This design comes from an exercise in tuning for small area, a short achievable clock period and few clock cycles on the open sky130 flow, not from production work.
Only simulation tests tie the RTL to the original design; equivalence was not proved.
Power is estimated from default activity; no workload was simulated.

== the reference run ==
==> flow/design.v <==
module hspap (
    input  wire        clk,
    input  wire        rst,           
    input  wire [31:0] cfg_ps,
    input  wire [31:0] cfg_ppc,
    input  wire [31:0] cfg_win,
    input  wire [31:0] cfg_wout,
    input  wire [31:0] cfg_rate,
    input  wire        cmd_valid,
    input  wire [31:0] cmd_code,
    output wire [7:0]  status,
    output wire [12:0] loop_width,
    output wire        rm_we,
    output wire        rm_bank,
    output wire [13:0] rm_addr,
    output wire [31:0] rm_wdata
);
    localparam ST_IDLE  = 2'd0;
    localparam ST_BUSY  = 2'd1;
    localparam ST_DONE  = 2'd2;
    localparam ST_ERROR = 2'd3;
    wire code_ok = (cmd_code[31:2] == 30'd0) && (cmd_code[1] ^ cmd_code[0]);
    wire ppc_hi0 = (cfg_ppc[31:4] == 28'd0);
    wire p1 = ppc_hi0 && (cfg_ppc[3:0] == 4'd1);
    wire p2 = ppc_hi0 && (cfg_ppc[3:0] == 4'd2);
    wire p4 = ppc_hi0 && (cfg_ppc[3:0] == 4'd4);
    wire p8 = ppc_hi0 && (cfg_ppc[3:0] == 4'd8);
    wire ppc_ok = p1 | p2 | p4 | p8;
    wire ps_ok = (cfg_ps[31:5] == 27'd0) && (cfg_ps[4:0] != 5'd0) &&
                 (!cfg_ps[4] || (cfg_ps[3:0] == 4'd0));
    wire w_ok = (cfg_win != 32'd0) && (cfg_wout != 32'd0);
    wire r_ok = (cfg_rate != 32'd0);
    wire q8 = cfg_ppc[3], q4 = cfg_ppc[2], q2 = cfg_ppc[1];
    wire [13:0] lim = q8 ? 14'd10240 : 14'd7680;
    wire big = (cfg_win[31:14] != 18'd0) || (cfg_wout[31:14] != 18'd0) ||
               (cfg_win[13:0] > lim) || (cfg_wout[13:0] > lim);
    reg [3:0] chk_code;
    always @(*) begin
        if (!code_ok)     chk_code = 4'd6;
        else if (!ppc_ok) chk_code = 4'd1;
        else if (!ps_ok)  chk_code = 4'd2;
        else if (!w_ok)   chk_code = 4'd3;
        else if (!r_ok)   chk_code = 4'd4;
        else if (big)     chk_code = 4'd5;
        else              chk_code = 4'd0;
    end
    wire        wgt  = (cfg_win[13:0] > cfg_wout[13:0]);
    wire [13:0] m14  = wgt ? cfg_win[13:0] : cfg_wout[13:0];
    wire [12:0] sw   = q8 ? {3'd0, cfg_win[13:3]} : q4 ? {2'd0, cfg_win[13:2]} : cfg_win[13:1];
    wire        rw   = q8 ? (cfg_win[2:0] != 3'd0) : q4 ? (cfg_win[1:0] != 2'd0) : cfg_win[0];
    wire [12:0] so   = q8 ? {3'd0, cfg_wout[13:3]} : q4 ? {2'd0, cfg_wout[13:2]} : cfg_wout[13:1];
    wire        ro   = q8 ? (cfg_wout[2:0] != 3'd0) : q4 ? (cfg_wout[1:0] != 2'd0) : cfg_wout[0];
    wire [12:0] cw   = sw + {12'd0, rw};
    wire [12:0] co   = so + {12'd0, ro};
    wire [12:0] cm   = wgt ? cw : co;
    wire [12:0] nc_in = q8 ? {cm[10:0], 2'd0} : q4 ? {cm[11:0], 1'b0} : cm;
    wire [12:0] lw_in = (q8 | q4 | q2) ? cm : m14[12:0];
    wire [1:0]  pk_in = {q8 | q4, q8 | q2};
    reg [1:0]  state;
    reg [3:0]  errcode;
    reg [12:0] lw;
    reg        bank;
    reg        we_r;       
    reg        sel_pa;     
    reg [12:0] dcnt;       
    reg [11:0] addr;
    reg [1:0]  pk;         
    reg [3:0]  sh;         
    reg [15:0] rl;         
    reg [13:0] rhc;        
    reg        rhf;        
    reg [15:0] frac;       
    reg [13:0] kc;
    reg        es, ep;
    reg [13:0] rem;        
    reg [2:0]  tap;
    reg [31:0] wr;
    reg [13:0] pa;
    wire busy = (state == ST_BUSY);
    wire        k0   = (kc == 14'd0);
    wire        k1   = (kc == 14'd1);
    wire        k2   = (kc == 14'd2);
    wire        zA   = es ? k1 : (k0 && !ep);
    wire        oneA = es ? k2 : ep ? k0 : k1;
    wire        emA  = zA && (rem != 14'd0);
    wire        tA   = !zA;
    wire [16:0] s1   = {1'b0, frac} + {1'b0, rl};
    wire [17:0] s2   = {2'b0, frac} + {1'b0, rl, 1'b0};
    wire        c1   = s1[16];
    wire        c2   = s2[17] | (s2[16] & ~c1);    
    wire [15:0] fA   = emA ? s1[15:0] : frac;
    wire        zE1  = c1 ? rhf : (rhc == 14'd0);   
    wire        zB   = tA ? oneA : emA ? zE1 : 1'b1;
    wire        remA1 = emA ? (rem[13:1] != 13'd0) : (rem != 14'd0);
    wire        emB  = zB && remA1;
    wire        tB   = !zB;
    wire [15:0] fB   = !emB ? fA : emA ? s2[15:0] : s1[15:0];
    wire        cI   = emA ? c2 : c1;
    reg  [13:0] kB;
    reg         esB, epB;
    always @(*) begin
        if (tA && tB) begin
            kB  = kc - (ep ? 14'd1 : 14'd2);
            esB = es;
            epB = 1'b0;
        end else if (emB) begin
            kB  = (cI & rhf) ? 14'd0 : rhc;
            esB = 1'b0;
            epB = cI & !rhf;
        end else if (emA && tB) begin
            kB  = rhc;
            esB = !c1;
            epB = 1'b0;
        end else begin
            kB  = 14'd0;
            esB = 1'b0;
            epB = 1'b0;
        end
    end
    wire [13:0] rem1 = rem - 14'd1;
    wire [13:0] rem2 = rem - 14'd2;
    wire [13:0] remB = (emA && emB) ? rem2 : (emA || emB) ? rem1 : rem;
    wire [2:0]  tapA = tap + {2'd0, tA};
    wire [2:0]  tapB = tapA + {2'd0, tB};
    wire [15:0] phA = frac >> sh;
    wire [15:0] phB = fA >> sh;
    reg [15:0] eA, eB;
    always @(*) begin
        case (pk)
            2'd0: begin
                eA = phA | {7'd0, emA, 8'd0};
                eB = phB | {7'd0, emB, 8'd0};
            end
            2'd1: begin
                eA = phA | {7'd0, emA, 1'b0, tapA[0], 6'd0};
                eB = phB | {7'd0, emB, 1'b0, tapB[0], 6'd0};
            end
            2'd2: begin
                eA = phA | {6'd0, emA, 1'b0, tapA[1:0], 6'd0};
                eB = phB | {6'd0, emB, 1'b0, tapB[1:0], 6'd0};
            end
            default: begin
                eA = phA | {5'd0, emA, 1'b0, tapA[2:0], 6'd0};
                eB = phB | {5'd0, emB, 1'b0, tapB[2:0], 6'd0};
            end
        endcase
    end
    wire        single = (pk == 2'd0) && (dcnt == 13'd1) && lw[0];
    wire [1:0]  j = (pk == 2'd2) ? {1'b0, dcnt[0]} : (2'd0 - dcnt[1:0]);
    wire [15:0] eBs = single ? 16'd0 : eB;
    reg [31:0] wr_n;
    reg [13:0] pa_n;
    reg        we_n, sel_n;
    always @(*) begin
        wr_n  = wr;
        pa_n  = pa;
        we_n  = 1'b1;
        sel_n = 1'b0;
        case (pk)
            2'd0: wr_n = {eBs, eA};
            2'd1: wr_n = {16'd0, eA} | {7'd0, eB, 9'd0};
            2'd2: begin
                if (j == 2'd0) begin
                    wr_n  = {16'd0, eA} | {6'd0, eB, 10'd0};
                    we_n  = we_r;
                    sel_n = 1'b1;
                end else begin
                    wr_n = wr | {eA[11:0], 20'd0} | {eB[1:0], 30'd0};
                    pa_n = {10'd0, eA[15:12]} | eB[15:2];
                end
            end
            default: begin
                case (j)
                    2'd0: begin
                        wr_n = {16'd0, eA} | {5'd0, eB, 11'd0};
                        we_n = 1'b0;
                    end
                    2'd1: begin
                        wr_n = wr | {eA[9:0], 22'd0};
                        pa_n = {2'd0, ({6'd0, eA[15:10]} | {eB[10:0], 1'b0})};
                    end
                    2'd2: begin
                        wr_n = {({4'd0, eA} | {eB[8:0], 11'd0}), pa[11:0]};
                        pa_n = {7'd0, eB[15:9]};
                    end
                    default: begin
                        wr_n = {8'd0, {17'd0, pa[6:0]} | {6'd0, eA, 2'd0} | {eB[10:0], 13'd0}};
                    end
                endcase
            end
        endcase
    end
    assign rm_we      = we_r;
    assign rm_bank    = bank;
    assign rm_addr    = {addr, 2'b00};
    assign rm_wdata   = sel_pa ? {18'd0, pa} : wr;
    assign status     = {errcode, 2'b00, state};
    assign loop_width = lw;
    always @(posedge clk) begin
        if (rst) begin
            state   <= ST_IDLE;
            errcode <= 4'd0;
            lw      <= 13'd0;
            we_r    <= 1'b0;
        end else if (!busy) begin
            if (cmd_valid) begin
                if (chk_code != 4'd0) begin
                    state   <= ST_ERROR;
                    errcode <= chk_code;
                end else begin
                    state   <= ST_BUSY;
                    errcode <= 4'd0;
                    lw      <= lw_in;
                end
            end
        end else if (dcnt != 13'd0) begin
            we_r   <= we_n;
        end else if (pk == 2'd2 && we_r && !sel_pa) begin
            we_r   <= 1'b1;      
        end else begin
            we_r   <= 1'b0;
            state  <= ST_DONE;
        end
    end
    always @(posedge clk) begin
        frac <= busy ? fB : 16'd0;
        kc   <= busy ? kB : 14'd0;
        es   <= busy && esB;
        ep   <= busy && epB;
        rem  <= busy ? remB : cfg_wout[13:0];
        tap  <= busy ? tapB : 3'd0;
    end
    always @(posedge clk) begin
        if (!busy) begin
            bank   <= (cmd_code[1:0] == 2'd2);
            pk     <= pk_in;
            sh     <= 4'd0 - cfg_ps[3:0];
            rl     <= cfg_rate[15:0];
            rhc    <= (cfg_rate[31:30] != 2'd0) ? 14'h3fff : cfg_rate[29:16];
            rhf    <= (cfg_rate[31:16] == 16'hffff);
            dcnt   <= nc_in;
            addr   <= 12'd0;
            sel_pa <= 1'b0;
        end else begin
            addr <= addr + {11'd0, we_r};
            if (dcnt != 13'd0) begin
                dcnt   <= dcnt - 13'd1;
                wr     <= wr_n;
                pa     <= pa_n;
                sel_pa <= sel_n;
            end else begin
                sel_pa <= 1'b1;
            end
        end
    end
endmodule
Settings: LEC_CHECK=0, CAP_MARGIN=20, CORE_MARGIN=2, CORE_UTILIZATION=40, PLACE_DENSITY=0.6, SLEW_MARGIN=20; clock period 13.0 ns.
standard.sh (not shown) runs the stock make flow with config.mk's settings and CLKGATE_MAP_FILE= SYNTH_SCRIPT=/design/flow/synth_recipe.tcl, a recipe that flattens the netlist after the stock synthesis.
==> flow/flow/run.sh <==
#!/bin/bash
# Standard ORFS layout, with timing repair aimed below the clock period so
# that the achieved period (clock period less setup slack) is short, and
# small port buffers.
set -euo pipefail
export SETUP_SLACK_MARGIN=9
export BUFFER_PORTS_ARGS="-buffer_cell sky130_fd_sc_hd__buf_1"
bash standard.sh > standard_flow.log 2>&1
Testbench counts of the reference run, summed over its fixed seeds: cycles 16,847.
Modified inputs, the trial run compared to the reference run
diff --git a/flow/design.v b/flow/design.v
--- a/flow/design.v
+++ b/flow/design.v
@@ -29,13 +29,13 @@
     wire ps_ok = (cfg_ps[31:5] == 27'd0) && (cfg_ps[4:0] != 5'd0) &&
                  (!cfg_ps[4] || (cfg_ps[3:0] == 4'd0));
     wire w_ok = (cfg_win != 32'd0) && (cfg_wout != 32'd0);
     wire r_ok = (cfg_rate != 32'd0);
     wire q8 = cfg_ppc[3], q4 = cfg_ppc[2], q2 = cfg_ppc[1];
-    wire [13:0] lim = q8 ? 14'd10240 : 14'd7680;
     wire big = (cfg_win[31:14] != 18'd0) || (cfg_wout[31:14] != 18'd0) ||
-               (cfg_win[13:0] > lim) || (cfg_wout[13:0] > lim);
+               (q8 ? ((cfg_win[13:0] > 14'd10240) || (cfg_wout[13:0] > 14'd10240))
+                   : ((cfg_win[13:0] > 14'd7680)  || (cfg_wout[13:0] > 14'd7680)));
     reg [3:0] chk_code;
     always @(*) begin
         if (!code_ok)     chk_code = 4'd6;
         else if (!ppc_ok) chk_code = 4'd1;
         else if (!ps_ok)  chk_code = 4'd2;
@@ -43,28 +43,29 @@
         else if (!r_ok)   chk_code = 4'd4;
         else if (big)     chk_code = 4'd5;
         else              chk_code = 4'd0;
     end
     wire        wgt  = (cfg_win[13:0] > cfg_wout[13:0]);
-    wire [13:0] m14  = wgt ? cfg_win[13:0] : cfg_wout[13:0];
     wire [12:0] sw   = q8 ? {3'd0, cfg_win[13:3]} : q4 ? {2'd0, cfg_win[13:2]} : cfg_win[13:1];
     wire        rw   = q8 ? (cfg_win[2:0] != 3'd0) : q4 ? (cfg_win[1:0] != 2'd0) : cfg_win[0];
     wire [12:0] so   = q8 ? {3'd0, cfg_wout[13:3]} : q4 ? {2'd0, cfg_wout[13:2]} : cfg_wout[13:1];
     wire        ro   = q8 ? (cfg_wout[2:0] != 3'd0) : q4 ? (cfg_wout[1:0] != 2'd0) : cfg_wout[0];
     wire [12:0] cw   = sw + {12'd0, rw};
     wire [12:0] co   = so + {12'd0, ro};
-    wire [12:0] cm   = wgt ? cw : co;
-    wire [12:0] nc_in = q8 ? {cm[10:0], 2'd0} : q4 ? {cm[11:0], 1'b0} : cm;
-    wire [12:0] lw_in = (q8 | q4 | q2) ? cm : m14[12:0];
+    wire        q1   = !(q8 | q4 | q2);
+    wire [12:0] lww  = q1 ? cfg_win[12:0]  : cw;
+    wire [12:0] lwo  = q1 ? cfg_wout[12:0] : co;
+    wire [12:0] lw_in = wgt ? lww : lwo;
     wire [1:0]  pk_in = {q8 | q4, q8 | q2};
     reg [1:0]  state;
     reg [3:0]  errcode;
     reg [12:0] lw;
     reg        bank;
     reg        we_r;       
     reg        sel_pa;     
-    reg [12:0] dcnt;       
+    reg [12:0] cnt;        
+    reg        cact;       
     reg [11:0] addr;
     reg [1:0]  pk;         
     reg [3:0]  sh;         
     reg [15:0] rl;         
     reg [13:0] rhc;        
@@ -118,12 +119,14 @@
         end
     end
     wire [13:0] rem1 = rem - 14'd1;
     wire [13:0] rem2 = rem - 14'd2;
     wire [13:0] remB = (emA && emB) ? rem2 : (emA || emB) ? rem1 : rem;
-    wire [2:0]  tapA = tap + {2'd0, tA};
-    wire [2:0]  tapB = tapA + {2'd0, tB};
+    wire [2:0]  tap1 = tap + 3'd1;
+    wire [2:0]  tap2 = tap + 3'd2;
+    wire [2:0]  tapA = tA ? tap1 : tap;
+    wire [2:0]  tapB = (tA && tB) ? tap2 : (tA || tB) ? tap1 : tap;
     wire [15:0] phA = frac >> sh;
     wire [15:0] phB = fA >> sh;
     reg [15:0] eA, eB;
     always @(*) begin
         case (pk)
@@ -143,12 +146,23 @@
                 eA = phA | {5'd0, emA, 1'b0, tapA[2:0], 6'd0};
                 eB = phB | {5'd0, emB, 1'b0, tapB[2:0], 6'd0};
             end
         endcase
     end
-    wire        single = (pk == 2'd0) && (dcnt == 13'd1) && lw[0];
-    wire [1:0]  j = (pk == 2'd2) ? {1'b0, dcnt[0]} : (2'd0 - dcnt[1:0]);
+    wire [12:0] lwm1 = lw - 13'd1;
+    reg  [12:0] cend;
+    always @(*) begin
+        case (pk)
+            2'd0:    cend = {1'b0, lwm1[12:1]};
+            2'd1:    cend = lwm1;
+            2'd2:    cend = {lwm1[11:0], 1'b1};
+            default: cend = {lwm1[10:0], 2'b11};
+        endcase
+    end
+    wire        last   = (cnt == cend);
+    wire        single = (pk == 2'd0) && last && lw[0];
+    wire [1:0]  j = (pk == 2'd2) ? {1'b0, cnt[0]} : cnt[1:0];
     wire [15:0] eBs = single ? 16'd0 : eB;
     reg [31:0] wr_n;
     reg [13:0] pa_n;
     reg        we_n, sel_n;
     always @(*) begin
@@ -211,11 +225,11 @@
                     state   <= ST_BUSY;
                     errcode <= 4'd0;
                     lw      <= lw_in;
                 end
             end
-        end else if (dcnt != 13'd0) begin
+        end else if (cact) begin
             we_r   <= we_n;
         end else if (pk == 2'd2 && we_r && !sel_pa) begin
             we_r   <= 1'b1;      
         end else begin
             we_r   <= 1'b0;
@@ -236,17 +250,19 @@
             pk     <= pk_in;
             sh     <= 4'd0 - cfg_ps[3:0];
             rl     <= cfg_rate[15:0];
             rhc    <= (cfg_rate[31:30] != 2'd0) ? 14'h3fff : cfg_rate[29:16];
             rhf    <= (cfg_rate[31:16] == 16'hffff);
-            dcnt   <= nc_in;
+            cnt    <= 13'd0;
+            cact   <= 1'b1;
             addr   <= 12'd0;
             sel_pa <= 1'b0;
         end else begin
             addr <= addr + {11'd0, we_r};
-            if (dcnt != 13'd0) begin
-                dcnt   <= dcnt - 13'd1;
+            if (cact) begin
+                cnt    <= cnt + 13'd1;
+                cact   <= !last;
                 wr     <= wr_n;
                 pa     <= pa_n;
                 sel_pa <= sel_n;
             end else begin
                 sel_pa <= 1'b1;
[summary]
The reference run -> the trial run: placed wire-length estimate after detailed placement increased by a few percent
Changes observed in the trial run relative to the reference run: synthesized-area fraction occupied by ao, oa, aoi and oai cells increased by 2.4 points relative to the old numbers, maximum ir drop on the vdd rail went down by 33%.
Summary: with the reference run as the reference, wire length in the trial run moved up by a few percent.
Going from the reference run to the trial run, the maximum frequency was found to have gone up by 15%.
The cell with the biggest individual delay on the critical path comes out sky130_fd_sc_hd__or4b_4 in one run and sky130_fd_sc_hd__a2111oi_2 in the other, namely in the reference run and the trial run respectively.
Going from the reference run to the trial run, the post-synthesis share of cell area spent on and, or, nand and nor gates was found to have gone up by 2.0 points.
The trial run against the reference run: worst-margin pin slew went down; global-route wire length before repair went up.
Cell area shrinks by a few percent when moving from the reference run to the trial run.
Of the reference run and the trial run, the higher final period utilization belongs to the reference run.
From the reference run to the trial run the numbers moved as follows: area growth from synthesis to final layout decreased by 8.4 points relative to the old numbers; via count up 583.
Testbench counts of the trial run, summed over its fixed seeds: cycles 16,847.

-- afterwards: timing with drivers on the ports --
No port has a modelled driver above. Below, the same layouts with a new extraction and two added sets of constraints. Step 1, drivers: a clkbuf_16 drives clk and a buf_2 each remaining input, both assumed. Step 2 times the ports against the registers' clock, not the clock port: input delays grow and output delays shrink by t, the midpoint of the rising clock arrivals with the driver on. Three values: ideal ports, drivers, drivers and shift; two values: the first two.
run | t, ns | slack for setup (ns) | worst slew at a driven data input, ns
the reference run | 0.504 | 8.076 / 8.080 / 7.576 | 0.09
the trial run | 0.527 | 8.719 / 8.721 / 8.194 | 0.13
After both steps setup and hold are still met in every run listed. For the trial run, which loses most, drivers alone change the setup slack by +0.002 ns; drivers and shift together by -0.525 ns.
